Background: an optimization exercise with open tools, aiming at small area. Do not read the settings as production practice.
In this exercise RTL edits were held to simulation tests only and were not proved equivalent to the original.
Power and IR drop assume default switching activity.

== zinc ==
Design pcal_engine, start of the top module:
module pcal_engine (
    input  wire        clk,
    input  wire        rst,
    input  wire [7:0]  cfg_addr,
    input  wire [1:0]  cfg_forced,
    input  wire [7:0]  cfg_retries,
    input  wire        cfg_pin_hook,
    input  wire        cmd_valid,
    output wire        cmd_ready,
    input  wire [31:0] cmd_data,
    output wire        rsp_valid,
    output wire        rsp_ok,
    output wire [15:0] rsp_value,
    output wire        tr_valid,
    output wire [1:0]  tr_kind,
    output wire [6:0]  tr_dev,
    output wire [7:0]  tr_reg,
    output wire [7:0]  tr_wdata,
    input  wire        tr_done,
    input  wire        tr_ok,
    input  wire [7:0]  tr_rdata,
    output wire        evt_valid,
    output wire        evt_global,
    output wire [7:0]  evt_id,
    output wire [3:0]  evt_pin,
    output wire        evt_state,
    output wire [15:0] evt_status
);
Size in the first run: about 1300 cells after synthesis, about 290 flip-flops, ~140 I/O pins, ~13000 um2 of cells after synthesis.
==> flow/config.mk <==
export PLATFORM = sky130hd
export DESIGN_NAME = pcal_engine
export DESIGN_NICKNAME = pcal_engine
export VERILOG_FILES = /design/flow/design.v
export SDC_FILE = /design/flow/constraint.sdc
export NUM_CORES = 4
export LEC_CHECK = 0
export CAP_MARGIN = 20
export CORE_MARGIN = 2
export CORE_UTILIZATION = 40
export PLACE_DENSITY = 0.6
export SLEW_MARGIN = 20
==> flow/constraint.sdc <==
create_clock -name core_clock -period 8.0 [get_ports {clk}]
set_input_delay 1.6000 -clock core_clock [delete_from_list [all_inputs] [get_ports {clk}]]
set_output_delay 1.6000 -clock core_clock [all_outputs]
set_load 0.01 [all_outputs]
standard.sh (not shown) runs the stock make flow with config.mk's settings and CLKGATE_MAP_FILE= SYNTH_SCRIPT=/design/flow/synth_recipe.tcl, a recipe that flattens the netlist after the stock synthesis.
==> flow/flow/run.sh <==
#!/bin/bash
# Own layout flow: the standard layout, with three changes.
#  - synthesis: the standard flow's synthesis script unchanged, except that the ABC call
#    uses an area-oriented script (flow/area.abc) instead of ORFS's speed
#    script; registers are mapped before ABC runs, so they are untouched.
#  - port buffers: buffer_ports uses sky130_fd_sc_hd__buf_1.
#  - CTS: no dummy loads.
set -euo pipefail
W=$(pwd)
cat > "$W/own_synth.tcl" <<TCL
proc abc {args} {
  set out {}
  set skip 0
  foreach a \$args {
    if {\$skip} { set skip 0; continue }
    if {\$a eq "-script" || \$a eq "-constr"} { set skip 1; continue }
    lappend out \$a
  }
  yosys abc -script $W/flow/area.abc {*}\$out
}
source $W/synth_recipe.tcl
TCL
sed "s#SYNTH_SCRIPT=[^ ]*synth_recipe.tcl#SYNTH_SCRIPT=$W/own_synth.tcl#" standard.sh > own_standard.sh
grep -q own_synth.tcl own_standard.sh
export BUFFER_PORTS_ARGS="-buffer_cell sky130_fd_sc_hd__buf_1"
export CTS_ARGS="-sink_clustering_enable -repair_clock_nets -dont_use_dummy_load -buf_list {sky130_fd_sc_hd__clkbuf_8 sky130_fd_sc_hd__clkbuf_16} -sink_clustering_size 16 -sink_clustering_max_diameter 80"
bash own_standard.sh > "$W/flow_make.log" 2>&1
==> flow/flow/area.abc <==
strash
&get -n
&fraig -x
&put
scorr
dc2
strash
&get -n
&dch -f
&nf -R 1000
&put
For raven, these inputs were changed with respect to zinc:
Settings: swapping 40 for 30 in CORE_UTILIZATION; swapping 0.6 for 0.5 in PLACE_DENSITY.
-- flow/flow/run.sh --
<<< zinc, line 26
export CTS_ARGS="-sink_clustering_enable -repair_clock_nets -dont_use_dummy_load -buf_list {sky130_fd_sc_hd__clkbuf_8 sky130_fd_sc_hd__clkbuf_16} -sink_clustering_size 16 -sink_clustering_max_diameter 80"
>>> raven, line 26
export CTS_ARGS="-sink_clustering_enable -repair_clock_nets -dont_use_dummy_load -buf_list sky130_fd_sc_hd__clkbuf_8 -sink_clustering_size 14 -sink_clustering_max_diameter 80"
-- flow/flow/area.abc --
<<< zinc, line 12
>>> raven, line 12
strash
&get -n
&dch -f
&nf -R 1000
&put
Findings:
- In the route summary, raven ends up with a via count below that of zinc.
- Of raven and zinc, it is raven that has the higher proportion of final cell area spent on non-clock buffers.
- Per the comparison of raven with zinc, area of all placed cells without fillers decreased by about 0.7% relative to the old numbers, sequential share of layout area grew by 0.32 points, power density over cell area lost about 8%, period utilization rose 6.9 points.
- When raven is measured against zinc, its core utilization turns out 11 points lower.
- There was hardly any difference in share of synthesized cell area in full adder, half adder and majority cells between zinc and raven.
- Relative to zinc, the number of logic inverters in the finished layout of raven is lower by 2.
What yarrow does differently from raven at the input level:
Settings: swapping 0.5 for 0.6 in PLACE_DENSITY; swapping 30 for 40 in CORE_UTILIZATION.
Findings:
- Fmax | yarrow vs raven | yarrow faster
- yarrow ends up with a final RePlAce weighted congestion that is about 3% higher than in raven.
- Compared with raven, in yarrow average detailed-routed wire length per instance higher, critical path depth higher, proportion of final cell area spent on non-clock buffers roughly the same, final clock period utilization by the worst path lower.
- In yarrow relative to raven, detailed-placement wirelength estimate had gone down by a few percent.
- Peak per-stage delay on the critical path delta (yarrow -> raven): insignificant
The inputs of onyx differ from those of yarrow as listed below.
-- flow/flow/area.abc --
<<< yarrow, line 12
strash
&get -n
&dch -f
&nf -R 1000
&put
>>> onyx, line 12
### Flow results
Looking at wire length on met3 across yarrow and onyx, the one that comes out higher is onyx. Sequential element share of the synthesized area, yarrow and onyx: lower on onyx. onyx: first-pass iteration count of the detailed router 1 above yarrow. As of onyx, sum of internal, switching and leakage power had risen by a few percent compared to yarrow. onyx vs yarrow — area of the mapped netlist climbed slightly. Re placeable core region: onyx is 640 um2 up on yarrow. Looking at compound-cell area share of the yosys netlist, onyx sits 0.90 points higher than yarrow does. Comparing the two runs side by side, onyx comes out ahead of yarrow on worst setup slack after layout. Taking yarrow as the reference, in onyx routed wire length per instance +0.48 um; global-route wire length before repair +2.9%.
What amber does differently from onyx at the input level:
Settings: setting GPL_TIMING_DRIVEN to 0 for the first time; changing SLEW_MARGIN from 20 to 0; changing CAP_MARGIN from 20 to 0.
-- flow/flow/run.sh --
<<< onyx, line 26
export CTS_ARGS="-sink_clustering_enable -repair_clock_nets -dont_use_dummy_load -buf_list sky130_fd_sc_hd__clkbuf_8 -sink_clustering_size 14 -sink_clustering_max_diameter 80"
>>> amber, line 26
export CTS_ARGS="-sink_clustering_enable -repair_clock_nets -dont_use_dummy_load -buf_list sky130_fd_sc_hd__clkbuf_8 -sink_clustering_size 20 -sink_clustering_max_diameter 50"
==> notes.md <==
Design area, amber vs onyx: up slightly
In amber the fraction of met3 tracks used by global routing turned out 0.22 points lower than in onyx.
Share of the final layout cell area in multi-input gates in amber vs onyx: down 0.20 points
amber vs onyx: maximum frequency down
The critical path launch point comes out state[0]$_SDFFE_PP0P_ in one run and op[3]$_DFFE_PP_ in the other, namely in amber and onyx respectively.
amber and onyx ended up with roughly the same final-layout fill cell count.
Lower via count goes to amber over onyx.
--- input diff amber..lagoon ---
Settings: removing GPL_TIMING_DRIVEN (formerly 0); changing CAP_MARGIN from 0 to 20; changing SLEW_MARGIN from 0 to 20.
-- flow/flow/run.sh --
<<< amber, line 26
export CTS_ARGS="-sink_clustering_enable -repair_clock_nets -dont_use_dummy_load -buf_list sky130_fd_sc_hd__clkbuf_8 -sink_clustering_size 20 -sink_clustering_max_diameter 50"
>>> lagoon, line 26
export CTS_ARGS="-sink_clustering_enable -repair_clock_nets -dont_use_dummy_load -buf_list sky130_fd_sc_hd__clkbuf_16 -sink_clustering_size 30 -sink_clustering_max_diameter 40"
Between lagoon and amber, total instance count after detailed placement is lower for amber, lagoon comes in above that. [compare] base=amber new=lagoon: routed wire length climbed 6.7%, worst setup margin climbed 0.20 ns, clock share of power climbed 8.5 points, portion of the clock cycle consumed by the worst path in the final layout dropped 2.6 points. Min post-route total power across lagoon and amber: amber.

==> port drivers added, routing unchanged <==
In the flow no input, the clock included, has a driving cell. The finished layouts below were timed again as built, in two steps.
Step 1, drivers: a clkbuf_16 drives clk and a buf_2 each remaining input, both assumed.
Step 2 adds t to the input delays and takes it off the output delays; t is the mean of the earliest and latest rising clock arrival at the registers after step 1. Input paths then give back, and output paths get back, about the clock's delay inside the block.
Three values: no drivers, after step 1, after step 2; two values: the first two.
run | shift t [ns] | slack for setup (ns) | hold slack, ns | clock arrival spread, ns | cell pins on the clock port's net
zinc | 0.565 | 2.633 / 2.583 / 2.840 | 0.311 / 0.311 / 0.311 | 0.025 / 0.025 | 1
raven | 0.639 | 2.084 / 2.037 / 2.676 | 0.307 / 0.307 / 0.307 | 0.061 / 0.061 | 1
yarrow | 0.605 | 2.274 / 2.226 / 2.831 | 0.322 / 0.322 / 0.322 | 0.042 / 0.042 | 1
onyx | 0.614 | 2.587 / 2.538 / 2.848 | 0.320 / 0.320 / 0.320 | 0.029 / 0.030 | 1
amber | 0.579 | 2.445 / 2.441 / 2.445 | 0.278 / 0.278 / 0.278 | 0.101 / 0.100 | 1
lagoon | 0.566 | 2.649 / 2.594 / 2.862 | 0.305 / 0.305 / 0.305 | 0.083 / 0.083 | 1
After both steps setup and hold are still met in every run listed.
